From an optimization exercise on the open Yosys and OpenROAD flow, aimed at small area; shortcuts taken in it are not production practice.
Function was checked by simulation only, so behaviour that the tests miss may differ from the original.
The clock port is modelled as an ideal driver; clocking choices that lean on that would not hold on a real chip.
No activity file was given, so power comes from the tool's default toggle rates.

`config.mk`:
```
export PLATFORM = sky130hd
export DESIGN_NAME = nexa_tx
export DESIGN_NICKNAME = nexa_tx
export VERILOG_FILES = /design/flow/design.v
export SDC_FILE = /design/flow/constraint.sdc
export NUM_CORES = 4
export LEC_CHECK = 0
export CAP_MARGIN = 20
export CORE_MARGIN = 2
export CORE_UTILIZATION = 65
export PLACE_DENSITY = 0.75
export SLEW_MARGIN = 20
```
`constraint.sdc`:
```
create_clock -name core_clock -period 10.0 [get_ports {clk}]
set_input_delay 2.0000 -clock core_clock [delete_from_list [all_inputs] [get_ports {clk}]]
set_output_delay 2.0000 -clock core_clock [all_outputs]
set_load 0.01 [all_outputs]
```
`design.v`:
```
module nexa_tx (
    input  wire        clk,
    input  wire        rst,
    input  wire        start,
    input  wire [63:0] cmd,
    input  wire [31:0] now_us,
    output wire        pin,
    output wire        busy,
    output wire        fault
);
    localparam [8:0]  POS_SYNC = 9'd245;
    reg        busy_r;
    reg        fault_r;
    reg [28:0] bits_r;      
    reg [15:0] reps_left;
    reg [8:0]  pos;
    reg [31:1] ndl;         
    reg        dl0;         
    assign busy  = busy_r;
    assign fault = fault_r;
    wire [7:0] cmd_unit  = cmd[39:32];
    wire       cmd_valid = (cmd_unit >= 8'd1) && (cmd_unit <= 8'd4) && (cmd[63:48] != 16'd0);
    wire [32:0] cc;
    assign cc[0] = 1'b1;
    assign cc[1] = now_us[0] | ~dl0;
    genvar i;
    generate for (i = 1; i < 32; i = i + 1) begin : g_cmp
        assign cc[i+1] = (now_us[i] & ndl[i]) | (now_us[i] & cc[i]) | (ndl[i] & cc[i]);
    end endgenerate
    wire reached = ~(now_us[31] ^ ndl[31] ^ cc[31]);
    wire in_data  = pos[8];
    wire at_last  = ~pos[8] & ~pos[7] & pos[5] & pos[3] & pos[1] & ~pos[0];  
    wire in_gap   = ~pos[8] & ~pos[7] & pos[5] & pos[3] & pos[1] &  pos[0];  
    wire at_sync0 = ~pos[8] &  pos[7] & ~pos[3] & ~pos[1];                   
    wire at_pause0= ~pos[8] & ~pos[7] & (pos[5:0] == 6'd0);                  
    wire [31:0] frame_bits = {bits_r[0], bits_r[1], 1'b1, 1'b1, bits_r[2], 1'b1, bits_r[3], bits_r[4], bits_r[5],
                              bits_r[6], bits_r[7], bits_r[8], bits_r[9], bits_r[10], bits_r[11], bits_r[12],
                              bits_r[13], bits_r[14], bits_r[15], bits_r[16], bits_r[17], bits_r[18], bits_r[19],
                              bits_r[20], bits_r[21], bits_r[22], bits_r[23], bits_r[24], bits_r[25], bits_r[26],
                              bits_r[27], bits_r[28]};
    wire        dbit = frame_bits[pos[7:3]];
    wire [2:0] j = pos[2:0];
    wire data_level = (j == 3'd0) | ((j == 3'd2) & dbit) | ((j == 3'd6) & ~dbit);
    assign pin = busy_r & (in_data ? data_level : (at_sync0 | at_pause0));
    wire last_rep = (reps_left == 16'd1);
    wire idle       = ~busy_r;
    wire go         = idle & start & cmd_valid;
    wire slot_step  = busy_r & ~in_gap & reached;
    wire gap_step   = busy_r &  in_gap & reached;
    wire restart    = gap_step & ~last_rep;
    wire        use_dl  = busy_r & ~in_gap & ~at_last;
    wire        to_gap  = busy_r & at_last;
    wire [31:1] add_a   = use_dl ? ndl : ~now_us[31:1];
    wire [31:0] k       = {16'd0, to_gap, 3'd0, to_gap, 3'd0, 1'b1, ~to_gap, 1'b1, 1'b1, 1'b1, 1'b0, ~to_gap, 1'b0};
    wire [31:0] add_b   = ~k + 32'd1;    
    wire [31:1] ndl_next;
    wire [32:1] ac;
    assign ac[1] = 1'b0;
    generate for (i = 1; i < 32; i = i + 1) begin : g_add
        assign ndl_next[i] = add_a[i] ^ add_b[i] ^ ac[i];
        assign ac[i+1]     = (add_a[i] & add_b[i]) | (add_a[i] & ac[i]) | (add_b[i] & ac[i]);
    end endgenerate
    wire        dl0_next = use_dl ? dl0 : now_us[0];
    always @(posedge clk) begin
        if (rst) begin
            busy_r  <= 1'b0;
            fault_r <= 1'b0;
        end else begin
            if (start & busy_r)
                fault_r <= 1'b1;
            if (go)
                busy_r <= 1'b1;
            else if (gap_step & last_rep)
                busy_r <= 1'b0;
        end
        if (idle) begin
            bits_r    <= {cmd[25:0], ~cmd[40], cmd[33] ^ cmd[32], cmd[32]};
            reps_left <= cmd[63:48];
        end else if (gap_step) begin
            reps_left <= reps_left - 16'd1;
        end
        if (go | restart | slot_step)
            pos <= (idle | in_gap) ? POS_SYNC : pos + 9'd1;
        if (go | slot_step | restart)
        begin
            ndl <= ndl_next;
            dl0 <= dl0_next;
        end
    end
endmodule
```
`flow/run.sh`:
```
#!/bin/bash
# Standard ORFS layout with these changes:
#  - abc maps the combinational logic with flow/abc_area.script (through
#    ABC_AREA=1 from a copy of the ORFS scripts folder that differs only in
#    that file);
#  - single-drive (buf_1) port buffers;
#  - clock tree from clkbuf_4 without dummy loads; flow/post_cts.tcl then
#    upsizes any leaf buffer whose flip-flop clock pins would be slow.
# Full tool output goes to standard.log and ORFS's own logs.
set -o pipefail
cp -r "$FLOW_HOME/scripts" scripts_mod
cp flow/abc_area.script scripts_mod/abc_area.script
bash standard.sh SCRIPTS_DIR="$PWD/scripts_mod" ABC_AREA=1 \
  BUFFER_PORTS_ARGS="-buffer_cell sky130_fd_sc_hd__buf_1" \
  CTS_ARGS="-sink_clustering_enable -repair_clock_nets -dont_use_dummy_load -balance_levels -sink_clustering_size 24 -sink_clustering_max_diameter 300 -distance_between_buffers 500 -branching_point_buffers_distance 500 -buf_list {sky130_fd_sc_hd__clkbuf_8}" \
  POST_CTS_TCL="$PWD/flow/post_cts.tcl" \
  finish > standard.log 2>&1
```
`flow/abc_area.script`:
```
&get -n
&st
&dch
&nf -p
&st
&dch
&nf -p
&put
buffer -c
topo
stime -c
upsize -c
dnsize -c
```
`flow/post_cts.tcl`:
```
# After clock tree synthesis (built from clkbuf_4 only): upsize each clock
# buffer that drives a flip-flop clock pin whose estimated slew exceeds 100 ps
# to clkbuf_8, then legalize the placement again.
estimate_parasitics -placement
set upsized {}
foreach pin [all_registers -clock_pins -edge_triggered] {
  set worst 0
  foreach edge {rise fall} {
    foreach a {min max} {
      set s [sta::time_ui_sta [get_property $pin slew_${a}_$edge]]
      set worst [expr {max($worst, $s * 1e12)}]
    }
  }
  if {$worst > 100} {
    set net [get_nets -of_objects $pin]
    foreach drv [get_pins -of_objects $net -filter "direction==output"] {
      set inst [get_cells -of_objects $drv]
      set name [get_full_name $inst]
      if {[get_property $inst ref_name] eq "sky130_fd_sc_hd__clkbuf_4" && [lsearch $upsized $name] < 0} {
        puts "post_cts: upsizing $name (clock pin slew [format %.1f $worst] ps)"
        replace_cell $name sky130_fd_sc_hd__clkbuf_8
        lappend upsized $name
      }
    }
  }
}
if {[llength $upsized]} {
  estimate_parasitics -placement
  detailed_placement
  check_placement -verbose
}
```
`standard.sh`:
```
#!/bin/bash
# synth_recipe.tcl (not shown) runs the flow's synth.tcl, then flattens the netlist and writes it again
# the make line also repeats each setting of config.mk as NAME=value (left out here)
make -C /OpenROAD-flow-scripts/flow DESIGN_CONFIG=/design/flow/config.mk WORK_HOME=/design/flow/orfs CLKGATE_MAP_FILE= SYNTH_SCRIPT=/design/flow/synth_recipe.tcl "${@:-finish}"
```
==> results of run 1 <==
==> worst min-delay path by stage <==
| stage | from | to | cells past startpoint |
|---|---|---|---|
| global placement | fault_r | fault_r | 2 |
| detailed placement | fault_r | fault_r | 2 |
| finish | fault_r | fault_r | 2 |
| floorplan | fault_r | fault_r | 2 |
| global route | fault_r | fault_r | 2 |
==> metal layers <==
layer  GRT usage (%)  vias to the layer above
met3           4.007                       14
li1                -                     1854
met2           42.66                      114
met5               0                        -
met1           32.27                     1714
met4           8.462                        0
==> cell usage in the layout (no fill, tap or decap), types with 2 or more instances in the layout <==
cell type  instances
nand3_1            4
nor4_1             6
dfxtp_1            2
o22a_1             7
xnor2_1            6
o31ai_1            2
buf_1             88
o21ai_0           37
or3_1              4
a2111oi_0          2
clkbuf_8           9
fa_1               4
o21ai_1            9
o221ai_1           4
ha_1              34
buf_4              5
nor2b_1            2
a31oi_1           11
inv_1             38
xor2_1             7
nand4_1            6
nor4b_1            2
a22oi_1            9
a222oi_1           7
nor2_1            35
edfxtp_1          86
a21oi_1           28
o22ai_1            8
nand2b_1          10
or2_2              2
nand2_1           40
a211oi_1           2
nor3_1             5
and2_1             3
==> kinds of logic (layout without fill, tap and decap cells) <==
group	after synthesis	count (layout)	share of synthesized area, %
AO/OA/AOI/OAI	132	132	16.88
multiplexers	1	1	0.4623
adder cells (fa/ha/maj)	38	38	10.38
flip-flops	88	88	53.84
AND/OR/NAND/NOR	122	122	11.87
XOR/XNOR	13	13	2.338
buffers and inverters	55	140	4.238
==> cells in the mapped netlist (all sizes together), types with 2 or more instances <==
cell type / count
a2111oi: 2
a211oi: 3
a21oi: 28
a222oi: 7
a22oi: 9
a31oi: 11
and2: 4
buf: 2
clkbuf: 15
dfxtp: 2
edfxtp: 86
fa: 4
ha: 34
inv: 38
nand2: 40
nand2b: 10
nand3: 4
nand4: 6
nor2: 35
nor2b: 2
nor3: 5
nor4: 6
nor4b: 2
o21ai: 47
o221ai: 4
o22a: 7
o22ai: 8
o31ai: 2
or2: 2
or3: 4
xnor2: 6
xor2: 7
==> metrics by stage <==
stage                     hold WS, ns  worst slack (ns)
after floorplan                0.5022             1.934
after global placement         0.4468             1.520
after detailed placement       0.4591             1.358
after global routing           0.5351             1.231
final                          0.4681             1.734
==> worst reg2reg max path, delay by kind of cell (launching register included) <==
family,cells,cell delay [ns]
adders and majority gates,29,5.84
DFF,1,0.73
and+or+nand+nor,4,0.57
buffers and inverters,3,0.48
AOI/OAI and AO/OA,1,0.13
xor gates and xnor gates,1,0.12
==> area by class of cell <==
| type | count | area (um^2) | share of cell area, % |
|---|---|---|---|
| Clock buffer | 9 | 123.9 | 2.283 |
| Inverter | 38 | 142.6 | 2.629 |
| Multi-Input combinational cell | 306 | 2046 | 37.70 |
| Sequential cell | 88 | 2623 | 48.33 |
| Tap cell | 99 | 123.9 | 2.283 |
| Timing Repair Buffer | 93 | 367.9 | 6.779 |
==> registers in the layout (all words and copies together), names as in the netlist <==
signal	flops
bits_r	29
busy_r	1
dl0	1
fault_r	1
ndl	31
pos	9
reps_left	16
==> power by group through the flow <==
stage	clock network, W	registers [W]	logic, W
5_1_grt	0.000208	0.000742	0.000522
3_3_place_gp	0	0.000718	0.000437
6_report	0.000189	0.000720	0.000456
3_5_place_dp	0	0.000726	0.000456
2_1_floorplan	0	0.000682	0.000361
==> qor.log, run 1 <==
INFO  route          detail_route.wl_per_cell=15.17um
INFO  cells_and_area area_delta_synth_final=11.40%
INFO  logic_synthesis yosys_warnings=1
INFO  cells_and_area post_route_cells_drive_above_1_share=3.933%
INFO  route          routedLengthMet1=4092um
INFO  cells_and_area finalInstanceArea=5426um^2
INFO  setup_path     rr_startpoint=pos[3]
INFO  timing         clock.fmax=121.0MHz
INFO  die            placeableCoreArea=7253um^2
INFO  setup_path     crit_path_max_incr_delay=0.39ns
INFO  setup_path     crit_path_buf_inv_count=3
INFO  route          route.top_layer_used=met4
INFO  setup_path     cpMaxStageDelayCell=fa_1
INFO  pwr            largest_voltage_drop_on_the_vdd_net=0.1512mV
INFO  placement      dpl-instance-area=5303um^2
INFO  logic_synthesis synth_sequential_area_ratio=53.84%
INFO  cts            clkSinkCount=88
INFO  setup_path     startpoint_type=input pin
INFO  cells_and_area fill_cells=545
INFO  logic_synthesis dominantRegCellSynth=edfxtp_1
INFO  global_route   grt_pass1_vias=3589
INFO  logic_synthesis number_of_enable_flip_flop_cells_after_synthesis=86
INFO  setup_path     end_kind=register
INFO  die            die_h=90.57um
INFO  logic_synthesis postSynthRegisterBits=88
INFO  die            floorplan.initialDensity=67.16%
INFO  global_route   groute.usage.overall=24.85%
INFO  setup_path     worst-r2r-setup-slack=1.91ns
INFO  setup_path     critPathMaxFanout=3
INFO  timing         tightest_slew=1.024ns
INFO  route          wl_met2=4817um
INFO  pwr            clock_power_share=13.8%
INFO  pwr            internal_power=0.0008695W
INFO  cells_and_area post_layout_nets=673
INFO  placement      gpl.final_weighted_congestion=0.8530
INFO  setup_path     worst-endpoint-required=10.09ns
INFO  setup_path     reg2regPathDepth=38
INFO  pwr            power_density=251.5nW/um^2
INFO  die            rows=31
INFO  logic_synthesis synth_largest_area_cell=edfxtp_1
INFO  pwr            combinationalPowerShare=33.4%
INFO  die            io_pins=102
INFO  setup_path     crit_path_end=ndl[31]
INFO  placement      place.detailed.hpwl=7023um
INFO  route          route.final.wire_length=9602um
INFO  timing         setup-violations-final=0
INFO  timing         final.min_clock_period=8.266ns
INFO  timing         final.setup.tns=0ns
INFO  job            max_cap_viol_count=0
INFO  route          ant_nets=0
INFO  die            floorplan.die.width=90.57um
INFO  logic_synthesis synth_area_per_cell=10.85um^2
INFO  route          drtPass1Iterations=5
INFO  pwr            power.sequential.fraction=52.8%
INFO  logic_synthesis async_reset_ff_share=0%
INFO  timing         fin_crit_sh=82.66%
INFO  cells_and_area finish.utilization=74.81%
INFO  timing         timing.max_slew.rel_slack=31.68%
INFO  logic_synthesis syn-instance-count=449
INFO  route          route.detailed.drc=0
INFO  run_status     status=finished clean
INFO  timing         finalHoldViolCount=0
INFO  die            dieArea=8202um^2
INFO  pwr            sw_share=36.30%
INFO  logic_synthesis syn_nets=586
INFO  setup_path     path_delay_family=adder cells
INFO  cts            clkSlewWorstSetupHoldPaths=0.07ns
INFO  route          route.vias.total=3696
INFO  timing         skew=0.02084ns
INFO  cts            tritoncts=built
INFO  route          via_per_inst=5.839
INFO  cells_and_area diode_insertion_count_for_antenna_repair=0
INFO  timing         finalMaxSlewViolations=0
INFO  setup_path     critPathArrivalTime=8.36ns
INFO  global_route   grt_pass1_wl=16340um
INFO  route          initialDrtViolationCount=184
INFO  global_route   number_of_antenna_violations_at_the_first_check_in_global_routing=0
INFO  setup_path     critical_path.reg2reg.endpoint=ndl[31]
INFO  pwr            switchingPower=0.0004955W
INFO  worst_hold_path worst_hold_path_type=reg2reg
INFO  pwr            total_power=0.001365W
INFO  global_route   grt_start_max_net_pins=45
INFO  cells_and_area final-instance-count-excl-fill=633
INFO  placement      numPortBuffers=88
INFO  timing         grt_setup_unrepaired=no
INFO  logic_synthesis synth_largest_type_area_fraction=53.02%
INFO  logic_synthesis netlist_area=4871um^2
INFO  logic_synthesis synth.lib_cells_used.distinct=42
INFO  setup_path     crit_path_start=now_us[1]
INFO  pwr            power.static_leakage=2.041nW
INFO  setup_path     crit_path_frequent_cell=ha_1
INFO  global_route   grt.overflow.total=0
INFO  route          met3_wirelength=551um
INFO  setup_path     path_depth=35
INFO  setup_path     path_class=in2reg
INFO  placement      placed_cells=624
INFO  logic_synthesis synth.area.top_cells=edfxtp_1, ha_1, o21ai_0, nand2_1, inv_1
INFO  cts            insertion_delay=0.35ns
==> run 2, diff against run 1 <==
--- a/flow/run.sh
+++ b/flow/run.sh
@@ -14,3 +14,3 @@
   BUFFER_PORTS_ARGS="-buffer_cell sky130_fd_sc_hd__buf_1" \
-  CTS_ARGS="-sink_clustering_enable -repair_clock_nets -dont_use_dummy_load -balance_levels -sink_clustering_size 24 -sink_clustering_max_diameter 300 -distance_between_buffers 500 -branching_point_buffers_distance 500 -buf_list {sky130_fd_sc_hd__clkbuf_8}" \
+  CTS_ARGS="-sink_clustering_enable -repair_clock_nets -dont_use_dummy_load -sink_clustering_levels 1 -sink_clustering_size 24 -sink_clustering_max_diameter 300 -buf_list {sky130_fd_sc_hd__clkbuf_8}" \
   POST_CTS_TCL="$PWD/flow/post_cts.tcl" \
==> qor.log, run 2 <==
INFO  die            placeableCoreArea=7253um^2
INFO  placement      gpl.final_weighted_congestion=0.8530
INFO  global_route   grt.overflow.total=0
INFO  setup_path     reg2regPathDepth=38
INFO  route          initialDrtViolationCount=184
INFO  placement      dpl-instance-area=5303um^2
INFO  cells_and_area area_delta_synth_final=11.40%
INFO  logic_synthesis yosys_warnings=1
INFO  cells_and_area largest-register=ndl
INFO  timing         timing.max_slew.rel_slack=31.68%
INFO  timing         skew=0.02084ns
INFO  timing         final.setup.tns=0ns
INFO  logic_synthesis syn_nets=586
INFO  setup_path     crit_path_start=now_us[1]
INFO  worst_hold_path hold-path-endpoint=fault_r
INFO  logic_synthesis synth_sequential_area_ratio=53.84%
INFO  logic_synthesis synth_area_per_cell=10.85um^2
INFO  cells_and_area diode_insertion_count_for_antenna_repair=0
INFO  cells_and_area post_route_cells_drive_above_1_share=3.933%
INFO  route          route.vias.total=3696
INFO  route          route.detailed.drc=0
INFO  setup_path     path_class=in2reg
INFO  worst_hold_path worst_hold_path_type=reg2reg
INFO  global_route   groute.usage.overall=24.85%
INFO  route          detail_route.wl_per_cell=15.17um
INFO  logic_synthesis synth.area.top_cells=edfxtp_1, ha_1, o21ai_0, nand2_1, inv_1
INFO  logic_synthesis netlist_area=4871um^2
INFO  logic_synthesis dominantRegCellSynth=edfxtp_1
INFO  global_route   number_of_antenna_violations_at_the_first_check_in_global_routing=0
INFO  global_route   grt_pass1_vias=3589
INFO  logic_synthesis async_reset_ff_share=0%
INFO  setup_path     crit_path_frequent_cell=ha_1
INFO  die            io_pins=102
INFO  run_status     status=finished clean
INFO  die            rows=31
INFO  logic_synthesis post_synth_most_frequent_cells=edfxtp_1, nand2_1, inv_1
INFO  job            max_cap_viol_count=0
INFO  cts            insertion_delay=0.35ns
INFO  cells_and_area largest_registers=ndl: 31 flops, bits_r: 29 flops, reps_left: 16 flops
INFO  cells_and_area finalInstanceArea=5426um^2
INFO  route          route.final.wire_length=9602um
INFO  logic_synthesis number_of_enable_flip_flop_cells_after_synthesis=86
INFO  timing         setup-violations-final=0
INFO  placement      place.detailed.hpwl=7023um
INFO  timing         grt_setup_unrepaired=no
INFO  die            floorplan.initialDensity=67.16%
INFO  worst_hold_path min_from=fault_r
INFO  global_route   grt_pass1_wl=16340um
INFO  timing         hold-worst-slack=0.4681ns
INFO  logic_synthesis synth_largest_type_area_fraction=53.02%
INFO  logic_synthesis yosys.cell_count.top_type=edfxtp_1
INFO  logic_synthesis syn-instance-count=449
INFO  setup_path     crit_path_max_incr_delay=0.39ns
INFO  setup_path     rr_startpoint=pos[3]
INFO  timing         clock.fmax=121.0MHz
INFO  route          via_per_inst=5.839
INFO  cells_and_area max_ffs_per_register=31
INFO  cts            tritoncts=built
INFO  global_route   grt_start_max_net_pins=45
INFO  logic_synthesis postSynthRegisterBits=88
INFO  placement      post-place-ws=1.358ns
INFO  cells_and_area post_layout_nets=673
INFO  setup_path     worst-endpoint-required=10.09ns
INFO  pwr            total_power=0.001365W
INFO  pwr            power_density=251.5nW/um^2
INFO  timing         fin_ws=1.734ns
INFO  cts            clkSlewWorstSetupHoldPaths=0.07ns
INFO  setup_path     end_kind=register
INFO  die            die_h=90.57um
INFO  timing         final.min_clock_period=8.266ns
INFO  cells_and_area mostFrequentLayoutCells=buf_1, edfxtp_1, nand2_1
INFO  pwr            power.static_leakage=2.041nW
INFO  logic_synthesis synth_largest_area_cell=edfxtp_1
INFO  worst_hold_path worst_hold_path.num_cells=2
INFO  pwr            largest_voltage_drop_on_the_vdd_net=0.1512mV
INFO  timing         finalMaxSlewViolations=0
INFO  timing         finalHoldViolCount=0
INFO  setup_path     critPathMaxFanout=3
INFO  setup_path     critPathArrivalTime=8.36ns
INFO  placement      numPortBuffers=88
INFO  timing         fin_crit_sh=82.66%
INFO  die            floorplan.die.width=90.57um
INFO  cells_and_area final_common_cell=buf_1
INFO  route          ant_nets=0
INFO  logic_synthesis synth.lib_cells_used.distinct=42
INFO  setup_path     worst-r2r-setup-slack=1.91ns
INFO  setup_path     critical_path.reg2reg.endpoint=ndl[31]
INFO  route          drtPass1Iterations=5
INFO  timing         tightest_slew=1.024ns
INFO  setup_path     startpoint_type=input pin
INFO  die            dieArea=8202um^2
INFO  setup_path     cpMaxStageDelayCell=fa_1
INFO  cts            clkSinkCount=88
## run 2: cell counts after synthesis
No cell type changed its count.
## run 2: per-layer routing
metal  GRT usage, %  share of wire [%]  up-vias
met5              0                  0        -
met4          8.462                1.5        0
met3          4.007                5.7       14
met2          42.66                 50      114
met1          32.27                 43     1714
li1               -                  -     1854
## run 2: worst max-delay path by stage
| stage | end | slack, ns | depth (start not counted) |
|---|---|---|---|
| 2_1_floorplan | ndl[31] | 1.93 | 34 |
| 3_3_place_gp | ndl[31] | 1.52 | 35 |
| 3_5_place_dp | ndl[31] | 1.36 | 35 |
| 5_1_grt | ndl[31] | 1.23 | 38 |
| 6_report | ndl[31] | 1.73 | 35 |
## run 2: cells by family (layout without fill, tap and decap cells)
kind of cell    Yosys count  in the layout  synth area share [%]
compound gates          132            132                 16.88
fa+ha+maj                38             38                 10.38
mux                       1              1                0.4623
xor+xnor                 13             13                 2.338
simple gates            122            122                 11.87
flops                    88             88                 53.84
buf+inv                  55            140                 4.238
## run 2: where the power goes
group	internal [W]	total (W)	switching, W
sequential	0.000607	0.000720	0.000113
combinational	0.000181	0.000456	0.000275
clock	0.0000807	0.000189	0.000108
## run 2: area by class of cell
cell class,instances,area [um^2]
fill,545,1827
sequential,88,2623
inverter,38,142.6
multi-input combinational,306,2046
tap,99,123.9
timing repair buffer,93,367.9
clock buffer,9,123.9
## run 2: metrics by stage
step	std cells	util, %
2_1_floorplan	449	-
3_3_place_gp	624	73.11
3_5_place_dp	624	73.11
5_1_grt	633	74.81
6_report	633	74.81
## run 2: worst max-delay path, delay by kind of cell
kind	cells	cell delay (ns)
AO/OA/AOI/OAI	1	0.14
XOR/XNOR	1	0.12
adder cells (fa/ha/maj)	29	5.84
buffers and inverters	3	0.22
AND/OR/NAND/NOR	1	0.07
==> run 3, diff against run 2 <==
--- a/flow/run.sh
+++ b/flow/run.sh
@@ -14,3 +14,3 @@
   BUFFER_PORTS_ARGS="-buffer_cell sky130_fd_sc_hd__buf_1" \
-  CTS_ARGS="-sink_clustering_enable -repair_clock_nets -dont_use_dummy_load -sink_clustering_levels 1 -sink_clustering_size 24 -sink_clustering_max_diameter 300 -buf_list {sky130_fd_sc_hd__clkbuf_8}" \
+  CTS_ARGS="-sink_clustering_enable -repair_clock_nets -dont_use_dummy_load -buf_list {sky130_fd_sc_hd__clkbuf_4}" \
   POST_CTS_TCL="$PWD/flow/post_cts.tcl" \
==> qor.log, run 3 <==
INFO  run_status     status=finished clean
INFO  pwr            power_density=250.9nW/um^2
INFO  cts            tritoncts=built
INFO  timing         clock.fmax=121.8MHz
INFO  timing         final.min_clock_period=8.213ns
INFO  logic_synthesis number_of_enable_flip_flop_cells_after_synthesis=86
INFO  timing         finalMaxSlewViolations=0
INFO  cells_and_area area_delta_synth_final=11.15%
INFO  pwr            power.static_leakage=2.036nW
INFO  logic_synthesis synth.lib_cells_used.distinct=42
INFO  setup_path     startpoint_type=input pin
INFO  setup_path     crit_path_max_incr_delay=0.38ns
INFO  die            io_pins=102
INFO  pwr            clock_power_share=13.3%
INFO  global_route   grt.overflow.total=0
INFO  logic_synthesis synth_largest_type_area_fraction=53.02%
INFO  timing         setup-violations-final=0
INFO  timing         tightest_slew=1.022ns
INFO  route          route.vias.total=3720
INFO  logic_synthesis postSynthRegisterBits=88
INFO  cells_and_area fill_cells=543
INFO  die            placeableCoreArea=7253um^2
INFO  cells_and_area max_ffs_per_register=31
INFO  timing         skew=0.02193ns
INFO  route          via_per_inst=5.877
INFO  cells_and_area post_layout_nets=673
INFO  pwr            largest_voltage_drop_on_the_vdd_net=0.1525mV
INFO  logic_synthesis syn-instance-count=449
INFO  pwr            internal_power=0.0008600W
INFO  pwr            combinationalPowerShare=33.7%
INFO  logic_synthesis syn_nets=586
INFO  placement      place.detailed.hpwl=7023um
INFO  setup_path     crit_path_frequent_cell=ha_1
INFO  setup_path     path_class=in2reg
INFO  die            floorplan.die.width=90.57um
INFO  logic_synthesis synth_sequential_area_ratio=53.84%
INFO  logic_synthesis async_reset_ff_share=0%
INFO  timing         hold-worst-slack=0.4680ns
INFO  die            rows=31
INFO  logic_synthesis synth.area.top_cells=edfxtp_1, ha_1, o21ai_0, nand2_1, inv_1
INFO  cells_and_area diode_insertion_count_for_antenna_repair=0
INFO  logic_synthesis synth_area_per_cell=10.85um^2
INFO  cells_and_area largest-register=ndl
INFO  cts            clkSinkCount=88
INFO  worst_hold_path worst_hold_path_type=reg2reg
INFO  logic_synthesis post_synth_most_frequent_cells=edfxtp_1, nand2_1, inv_1
INFO  job            max_cap_viol_count=0
INFO  setup_path     end_kind=register
INFO  placement      gpl.final_weighted_congestion=0.8530
INFO  route          ant_nets=0
INFO  timing         fin_crit_sh=82.13%
INFO  cells_and_area largest_registers=ndl: 31 flops, bits_r: 29 flops, reps_left: 16 flops
INFO  logic_synthesis synth_largest_area_cell=edfxtp_1
INFO  global_route   grt_start_max_net_pins=45
INFO  timing         final.setup.tns=0ns
INFO  setup_path     cpMaxStageDelayCell=fa_1
INFO  timing         timing.max_slew.rel_slack=31.80%
INFO  die            floorplan.initialDensity=67.16%
INFO  logic_synthesis dominantRegCellSynth=edfxtp_1
INFO  placement      numPortBuffers=88
INFO  route          drtPass1Iterations=6
INFO  logic_synthesis yosys.cell_count.top_type=edfxtp_1
INFO  die            die_h=90.57um
INFO  setup_path     reg2regPathDepth=38
INFO  setup_path     worst-endpoint-required=10.17ns
INFO  timing         grt_setup_unrepaired=no
INFO  cells_and_area mostFrequentLayoutCells=buf_1, edfxtp_1, nand2_1
INFO  route          route.detailed.drc=0
INFO  global_route   grt_pass1_vias=3588
INFO  pwr            switchingPower=0.0004982W
INFO  cts            clkSlewWorstSetupHoldPaths=0.07ns
INFO  logic_synthesis yosys_warnings=1
INFO  setup_path     critPathMaxFanout=3
INFO  route          route.final.wire_length=9655um
INFO  route          detail_route.wl_per_cell=15.25um
INFO  logic_synthesis netlist_area=4871um^2
INFO  global_route   number_of_antenna_violations_at_the_first_check_in_global_routing=0
INFO  global_route   grt_pass1_wl=16390um
INFO  global_route   groute.usage.overall=24.93%
INFO  cts            insertion_delay=0.43ns
INFO  timing         finalHoldViolCount=0
INFO  cells_and_area post_route_cells_drive_above_1_share=3.933%
INFO  cells_and_area final_common_cell=buf_1
INFO  worst_hold_path worst_hold_path.num_cells=2
INFO  pwr            sw_share=36.68%
INFO  die            dieArea=8202um^2
INFO  setup_path     critPathArrivalTime=8.38ns
INFO  pwr            power.sequential.fraction=53.0%
INFO  route          initialDrtViolationCount=211
-- run 3: cell counts after synthesis --
No cell type changed its count.
-- run 3: power by group through the flow --
stage	Sequential [W]	Combinational [W]	Clock, W
finish	0.000720	0.000457	0.000181
global route	0.000742	0.000523	0.000198
detailed placement	0.000726	0.000456	0
floorplan	0.000682	0.000361	0
global placement	0.000718	0.000437	0
-- run 3: final cells by class --
class | instances | area (um^2) | share of cell area, %
Clock buffer | 9 | 111.4 | 2.057
Inverter | 38 | 142.6 | 2.635
Multi-Input combinational cell | 306 | 2046 | 37.79
Sequential cell | 88 | 2623 | 48.44
Tap cell | 99 | 123.9 | 2.288
Timing Repair Buffer | 93 | 367.9 | 6.795
-- run 3: worst max-delay path, delay by kind of cell --
family	cells	cell delay [ns]
AO/OA/AOI/OAI	1	0.14
XOR/XNOR	1	0.13
adder cells (fa/ha/maj)	29	5.85
buffers and inverters	3	0.22
AND/OR/NAND/NOR	1	0.07
-- run 3: cell families after synthesis --
group	share of synthesized area [%]
AO/OA/AOI/OAI	16.88
XOR/XNOR	2.338
adder cells (fa/ha/maj)	10.38
buffers and inverters	4.238
flip-flops	53.84
multiplexers	0.4623
AND/OR/NAND/NOR	11.87
-- run 3: per-stage QoR --
step                instance area, um^2  instances  util [%]  worst slack, ns  total power, W
global placement                   5303        624     73.11            1.520        0.001155
detailed placement                 5303        624     73.11            1.358        0.001182
finish                             5414        633     74.64            1.787        0.001358
floorplan                          4871        449         -            1.934        0.001044
global route                       5414        633     74.64            1.208        0.001463
-- run 3: worst paths after layout --
kind | start | end | slack, ns
setup / recovery | now_us[1] | ndl[31] | 1.79
hold / removal | fault_r | fault_r | 0.47
setup reg to reg | pos[3] | ndl[31] | 1.84
hold reg to reg | fault_r | fault_r | 0.47
-- run 3: routing by layer --
| layer | vias to the layer above | wire length [um] | global-route usage, % |
|---|---|---|---|
| met5 | - | 0 | 0 |
| met4 | 0 | 159 | 8.077 |
| met3 | 20 | 628 | 4.007 |
| met2 | 125 | 4846 | 43.16 |
| met1 | 1723 | 4021 | 32.21 |
| li1 | 1852 | - | - |
==> run 4, diff against run 3 <==
--- a/flow/abc_area.script
+++ b/flow/abc_area.script
@@ -4,2 +4,5 @@
 &nf -p
+&put
+mfs2
+&get -n
 &st
==> qor.log, run 4 <==
INFO  setup_path     crit_path_max_incr_delay=0.78ns
INFO  setup_path     worst-r2r-setup-slack=1.48ns
INFO  cts            clkSinkCount=88
INFO  setup_path     startpoint_type=register
INFO  cts            insertion_delay=0.44ns
INFO  cells_and_area final-instance-count-excl-fill=616
INFO  cells_and_area post_route_cells_drive_above_1_share=6.383%
INFO  route          initialDrtViolationCount=231
INFO  setup_path     worst-endpoint-required=10.17ns
INFO  setup_path     path_delay_family=adder cells
INFO  die            placeableCoreArea=7253um^2
INFO  logic_synthesis yosys_warnings=1
INFO  logic_synthesis synth_sequential_area_ratio=53.87%
INFO  cells_and_area finalInstanceArea=5449um^2
INFO  timing         timing.max_slew.rel_slack=48.98%
INFO  setup_path     end_kind=register
INFO  run_status     status=finished clean
INFO  logic_synthesis netlist_area=4868um^2
INFO  logic_synthesis postSynthRegisterBits=88
INFO  pwr            power.static_leakage=2.060nW
INFO  logic_synthesis dominantRegCellSynth=edfxtp_1
INFO  placement      placed_cells=606
INFO  timing         grt_setup_unrepaired=no
INFO  cells_and_area final_common_cell=buf_1
INFO  logic_synthesis synth_area_per_cell=11.37um^2
INFO  global_route   grt.overflow.total=0
INFO  route          route.final.wire_length=9340um
INFO  logic_synthesis yosys.cell_count.top_type=edfxtp_1
INFO  logic_synthesis synth.lib_cells_used.distinct=42
INFO  placement      gpl.final_weighted_congestion=0.7978
INFO  placement      post-place-ws=1.369ns
INFO  placement      place.detailed.hpwl=6940um
INFO  route          detail_route.wl_per_cell=15.16um
INFO  setup_path     crit_path_buf_inv_count=3
INFO  cts            tritoncts=built
INFO  die            rows=31
INFO  logic_synthesis synth.area.top_cells=edfxtp_1, ha_1, mux4_2, o21ai_0, nand2_1
INFO  die            die_h=90.55um
INFO  logic_synthesis syn-instance-count=428
INFO  setup_path     cpMaxStageDelayCell=edfxtp_1
INFO  die            floorplan.die.width=90.55um
INFO  worst_hold_path worst_hold_path_type=reg2reg
INFO  timing         fin_ws=1.482ns
INFO  logic_synthesis syn_nets=565
INFO  route          drtPass1Iterations=5
INFO  cells_and_area max_ffs_per_register=31
INFO  global_route   grt_start_max_net_pins=43
INFO  global_route   groute.usage.overall=23.71%
INFO  logic_synthesis async_reset_ff_share=0%
INFO  setup_path     critPathMaxFanout=29
INFO  timing         setup-violations-final=0
INFO  die            floorplan.initialDensity=67.12%
INFO  route          route.vias.total=3539
INFO  route          route.detailed.drc=0
INFO  global_route   grt_pass1_vias=3480
INFO  logic_synthesis number_of_enable_flip_flop_cells_after_synthesis=86
INFO  timing         finalMaxSlewViolations=0
INFO  setup_path     path_class=reg2reg
INFO  cells_and_area fill_cells=526
INFO  setup_path     crit_path_frequent_cell=ha_1
INFO  worst_hold_path worst_hold_path.num_cells=2
INFO  global_route   number_of_antenna_violations_at_the_first_check_in_global_routing=0
INFO  cells_and_area area_delta_synth_final=11.93%
INFO  placement      numPortBuffers=88
INFO  cells_and_area post_layout_nets=656
INFO  logic_synthesis synth_largest_type_area_fraction=53.05%
INFO  timing         clock.fmax=117.4MHz
INFO  pwr            largest_voltage_drop_on_the_vdd_net=0.1753mV
INFO  pwr            power_density=277.1nW/um^2
INFO  timing         skew=0.02982ns
INFO  placement      dpl-instance-area=5316um^2
INFO  timing         fin_crit_sh=85.18%
INFO  die            dieArea=8198um^2
INFO  cells_and_area diode_insertion_count_for_antenna_repair=0
INFO  timing         final.min_clock_period=8.518ns
INFO  timing         tightest_slew=0.7652ns
INFO  cells_and_area largest_registers=ndl: 31 flops, bits_r: 29 flops, reps_left: 16 flops
INFO  cells_and_area mostFrequentLayoutCells=buf_1, edfxtp_1, nand2_1
INFO  timing         final.setup.tns=0ns
INFO  global_route   grt_pass1_wl=15460um
INFO  route          via_per_inst=5.745
INFO  setup_path     reg2regPathDepth=38
INFO  die            io_pins=102
INFO  setup_path     path_depth=38
INFO  route          ant_nets=0
INFO  logic_synthesis synth_largest_area_cell=edfxtp_1
INFO  job            max_cap_viol_count=0
INFO  setup_path     critPathArrivalTime=8.69ns
INFO  cts            clkSlewWorstSetupHoldPaths=0.08ns
INFO  timing         finalHoldViolCount=0
INFO  cells_and_area largest-register=ndl
INFO  logic_synthesis post_synth_most_frequent_cells=edfxtp_1, nand2_1, nor2_1
## run 4: cell types whose count changed after synthesis, sizes merged, moves of 4 or more
| cell | change |
|---|---|
| o21ai | -8 |
| xnor2 | +6 |
| a21oi | -4 |
| mux4 | +6 |
| nand2b | -7 |
| a31oi | -6 |
## run 4: layer usage
metal	GRT usage (%)	vias up	wire length, um
met1	28.96	1656	3826
met2	40.61	99	4802
met5	0	-	0
met3	4.508	26	435
li1	-	1758	-
met4	11.41	0	275
## run 4: kinds of logic after synthesis
group / share of synthesized area [%]
AO/OA/AOI/OAI: 13.31
XOR/XNOR: 3.778
adder cells (fa/ha/maj): 10.38
buffers and inverters: 3.932
flip-flops: 53.87
multiplexers: 3.675
AND/OR/NAND/NOR: 11.05
## run 4: final timing paths
kind	endpoint	startpoint
max reg2reg	ndl[31]	pos[3]
min reg2reg	fault_r	fault_r
max	ndl[31]	pos[3]
min	fault_r	fault_r
## run 4: area by class of cell
type | count | area, um^2 | share of cell area (%)
Sequential cell | 88 | 2623 | 48.13
Multi-Input combinational cell | 289 | 2063 | 37.86
Timing Repair Buffer | 94 | 382.9 | 7.026
Inverter | 37 | 138.9 | 2.549
Tap cell | 99 | 123.9 | 2.273
Clock buffer | 9 | 117.6 | 2.158
## run 4: where the power goes
group	switching [W]	internal (W)
Clock	0.000110	0.0000755
Sequential	0.000129	0.000648
Combinational	0.000312	0.000234
## run 4: per-stage QoR
stage / hold slack, ns / total power (W) / util (%)
finish: 0.4949 / 0.001510 / 75.13
global route: 0.5641 / 0.001626 / 75.13
detailed placement: 0.4876 / 0.001328 / 73.30
global placement: 0.4503 / 0.001296 / 73.30
floorplan: 0.5022 / 0.001166 / -
## run 4: tightest hold or removal path, cell delays in order, from the launching register on
cell and delay (ns):
dfxtp_1 0.34, a21oi_1 0.05, nor2_1 0.08

re-timing with driven ports:
Ports are ideal in the flow. The routed layouts listed here were re-timed in OpenROAD.
Step 1, drivers: a clkbuf_16 drives clk and a buf_2 each remaining input, both assumed.
Step 2 adds t to the input delays and takes it off the output delays; t is the mean of the earliest and latest rising clock arrival at the registers after step 1. Input paths then give back, and output paths get back, about the clock's delay inside the block.
Slacks: no drivers / after step 1 / after step 2; pairs: no drivers / after step 1.
| run | t, ns | slack for setup (ns) | cell pins on the clock port's net |
|---|---|---|---|
| run 1 | 0.372 | 1.734 / 1.735 / 1.363 | 1 |
| run 2 | 0.372 | 1.734 / 1.735 / 1.363 | 1 |
| run 3 | 0.447 | 1.787 / 1.785 / 1.338 | 1 |
| run 4 | 0.454 | 1.482 / 1.482 / 1.388 | 1 |
After both steps every run listed still meets setup and hold. The setup slack of run 3, which loses most, moves by -0.002 ns with the drivers and by -0.449 ns with both steps.
